Background: an optimization exercise with open tools, aiming at small area. Do not read the settings as production practice. Only simulation tests tie the RTL to the original design; equivalence was not proved. Power and IR drop assume default switching activity.

== oak ==
// pm_irblock
module pm_irblock (
    input  wire        clk,
    input  wire        rst,           
    input  wire        op_valid,
    input  wire [63:0] op_word,
    output reg         ev_frame,
    output wire [7:0]  frame_addr,
    output wire [7:0]  frame_cmd,
    output wire [7:0]  frame_flags,
    output reg         ev_adc_soc,
    output reg         ev_read,
    output reg  [31:0] read_data,
    output wire        sensor_pwr,
    output wire        cha_active,
    output wire        chb_active,
    output wire        adc_enable,
    output wire        rx_ready,
    output wire        twk_ready
);
Size in the first run: ~130 I/O pins, about 10000 um2 of cells after synthesis.
export LEC_CHECK = 0
export CAP_MARGIN = 20
export CORE_MARGIN = 2
export CORE_UTILIZATION = 60
export SLEW_MARGIN = 20
create_clock -name core_clock -period 10.0 [get_ports {clk}]
standard.sh (not shown) runs the stock make flow with config.mk's settings and CLKGATE_MAP_FILE= SYNTH_SCRIPT=/design/flow/synth_recipe.tcl, a recipe that flattens the netlist after the stock synthesis.
==> flow/flow/run.sh <==
#!/bin/bash
# Own layout flow: the standard synthesis, then an area re-mapping of
# the logic between the (unchanged) registers, then the standard
# layout with small port buffers and a clock tree of small buffers.
set -euo pipefail
W=$(pwd)
R=$W/orfs/results/$FLOW_PLATFORM/pm_irblock/base
LIB=$FLOW_HOME/platforms/$FLOW_PLATFORM/lib/sky130_fd_sc_hd__tt_025C_1v80.lib
YOSYS=${YOSYS_EXE:-yosys}

bash standard.sh synth > $W/synth.log 2>&1
cp $R/1_2_yosys.v $W/standard_synth.v

# Re-map with eight ABC scripts (four at a time); keep the smallest netlist.
for batch in "0 1 2 3" "4 5 6 7"; do
  for i in $batch; do
    ( LIB=$LIB IN=$W/standard_synth.v OUT=$W/remap$i.v SCRIPT=$W/flow/remap$i.abc TOP=$FLOW_TOP \
        timeout 900 $YOSYS -c $W/flow/remap.tcl > $W/remap$i.log 2>&1 || true ) &
  done
  wait
done
best=""; best_area=""
for i in 0 1 2 3 4 5 6 7; do
  if [[ -s $W/remap$i.v && -s $W/remap$i.v.stat ]]; then
    a=$(awk '/Chip area/ {print $NF}' $W/remap$i.v.stat)
    echo "remap$i area $a" >> $W/remap_choice.log
    if [[ -z "$best" ]] || awk -v a="$a" -v b="$best_area" 'BEGIN{exit !(a<b)}'; then
      best=$i; best_area=$a
    fi
  fi
done
if [[ -n "$best" ]]; then
  echo "chosen remap$best ($best_area)" >> $W/remap_choice.log
  cp $W/remap$best.v $R/1_2_yosys.v
  rm -f $R/1_synth.odb $R/1_synth.sdc
else
  echo "no remap; standard netlist kept" >> $W/remap_choice.log
fi

export BUFFER_PORTS_ARGS="-buffer_cell sky130_fd_sc_hd__buf_1"
export CTS_ARGS="-sink_clustering_enable -repair_clock_nets -dont_use_dummy_load -buf_list sky130_fd_sc_hd__clkbuf_4 -sink_clustering_size 8 -sink_clustering_max_diameter 60"
bash standard.sh > $W/layout.log 2>&1
Other scripts of this flow, unchanged in this note and not shown: flow/flow/remap.tcl, flow/flow/remap0.abc, flow/flow/remap1.abc, flow/flow/remap2.abc, flow/flow/remap3.abc, flow/flow/remap4.abc, flow/flow/remap5.abc, flow/flow/remap6.abc, flow/flow/remap7.abc
Input changes introduced in pine (baseline for comparison: oak):
# oak
export LEC_CHECK = 0
export CAP_MARGIN = 20
export CORE_MARGIN = 2
export CORE_UTILIZATION = 60
export SLEW_MARGIN = 20
create_clock -name core_clock -period 10.0 [get_ports {clk}]
# pine
export LEC_CHECK = 0
export CAP_MARGIN = 5
export CORE_MARGIN = 2
export CORE_UTILIZATION = 70
export GPL_TIMING_DRIVEN = 0
export SLEW_MARGIN = 5
create_clock -name core_clock -period 10.0 [get_ports {clk}]
==> run summary <==
For pine and oak, there was not a single run that failed to finish clean. Re area overhead of the layout relative to synthesis: pine is 0.77 points up on oak. pine against oak: weighted congestion reported at the end of routability-driven placement went down by 0.011; maximum number of pins on one net before global-route repair now sits lower; count of nets after finishing has increased. Compared with oak, pine shows a lower sequential share of layout area.


Setup of job 8675:
pm_irblock again, from the RTL that the note above started with.
Design pm_irblock, start of the top module:
module pm_irblock (
    input  wire        clk,
    input  wire        rst,           
    input  wire        op_valid,
    input  wire [63:0] op_word,
    output reg         ev_frame,
    output wire [7:0]  frame_addr,
    output wire [7:0]  frame_cmd,
    output wire [7:0]  frame_flags,
    output reg         ev_adc_soc,
    output reg         ev_read,
    output reg  [31:0] read_data,
    output wire        sensor_pwr,
    output wire        cha_active,
    output wire        chb_active,
    output wire        adc_enable,
    output wire        rx_ready,
    output wire        twk_ready
);
==> flow/config.mk <==
export PLATFORM = sky130hd
export DESIGN_NAME = pm_irblock
export DESIGN_NICKNAME = pm_irblock
export VERILOG_FILES = /design/flow/design.v
export SDC_FILE = /design/flow/constraint.sdc
export NUM_CORES = 4
export LEC_CHECK = 0
export CAP_MARGIN = 5
export CORE_MARGIN = 2
export CORE_UTILIZATION = 70
export SLEW_MARGIN = 5
==> flow/constraint.sdc <==
create_clock -name core_clock -period 10.0 [get_ports {clk}]
set_input_delay 2.0000 -clock core_clock [delete_from_list [all_inputs] [get_ports {clk}]]
set_output_delay 2.0000 -clock core_clock [all_outputs]
set_load 0.01 [all_outputs]
Scripts as last shown in full above: flow/flow/run.sh
Other scripts of this flow, unchanged in this note and not shown: flow/flow/remap.tcl, flow/flow/remap0.abc, flow/flow/remap1.abc, flow/flow/remap2.abc, flow/flow/remap3.abc, flow/flow/remap4.abc, flow/flow/remap5.abc, flow/flow/remap6.abc, flow/flow/remap7.abc
### job 8675 -> job 6708
-- flow/config.mk --
<<< job 8675, line 8
export CAP_MARGIN = 5
>>> job 6708, line 8
export CAP_MARGIN = 0
<<< job 8675, line 11
export SLEW_MARGIN = 5
>>> job 6708, line 11
export SLEW_MARGIN = 0
Results
- Comparing job 6708 against job 8675, there is no change at all in count of TritonRoute iterations in the first routing pass.
- Diff job 8675 -> job 6708: layout overhead on the synthesized area flat, power share of the clock group flat, deepest clock path buffer count flat, internal power consumption flat.
- Job 6708 and job 8675 ended up with nearly the same power.
- Job 6708 -> job 8675: die boundary width delta 0, exact match
- Diff job 8675..job 6708 | total length of routed met3 wires | unchanged
- As far as fraction of power spent switching nets goes, job 6708 and job 8675 are indistinguishable; the numbers are identical.
Here is what was changed in the inputs of job 1568 compared with job 6708.
-- flow/config.mk --
<<< job 6708, line 8
export CAP_MARGIN = 0
>>> job 1568, line 8
export CAP_MARGIN = 5
<<< job 6708, line 10
export CORE_UTILIZATION = 70
export SLEW_MARGIN = 0
>>> job 1568, line 10
export CORE_UTILIZATION = 80
export SLEW_MARGIN = 5
[summary]
- In terms of sequential share of layout area, job 1568 and job 6708 differ only marginally.
- Delta (job 1568 minus job 6708): final worst hold slack grew by 5.5 ps; switching part of the total rose 0.16 points.
- Taking job 6708 as the reference, in job 1568 final area shrank by about 0.36%, floorplan die area shrank by 1900 µm², per-cell routed wire length grew by about 4%, overall power of the completed layout held steady.
- Job 1568: switching power higher than job 6708
- Job 1568 reached the final stage; the timing, DRC and antenna checks on its layout passed.

-- port drivers added, routing unchanged --
No port has a modelled driver above. Below, the same layouts with a new extraction and two added sets of constraints.
Step 1 assumes that a clkbuf_16 drives the clock port and a buf_2 every other input.
Step 2 also shifts input and output timing later by t, the mid clock arrival at the registers, as if the neighbouring blocks saw the same clock.
Slacks: ideal / step 1 / step 2; pairs: ideal / step 1.
run	shift t [ns]	setup WS [ns]	slew at the worst register clock pin (ns)	pins driven straight from the clock port
oak	0.739	1.836 / 1.853 / 1.114	0.11 / 0.11	1
pine	0.724	1.101 / 1.117 / 0.393	0.11 / 0.11	1
job 8675	0.720	1.506 / 1.526 / 0.806	0.11 / 0.11	1
job 6708	0.720	1.506 / 1.526 / 0.806	0.11 / 0.11	1
job 1568	0.738	1.865 / 1.886 / 1.148	0.11 / 0.11	1
After both steps every run listed still meets setup and hold. The setup slack of oak, which loses most, moves by +0.017 ns with the drivers and by -0.722 ns with both steps.
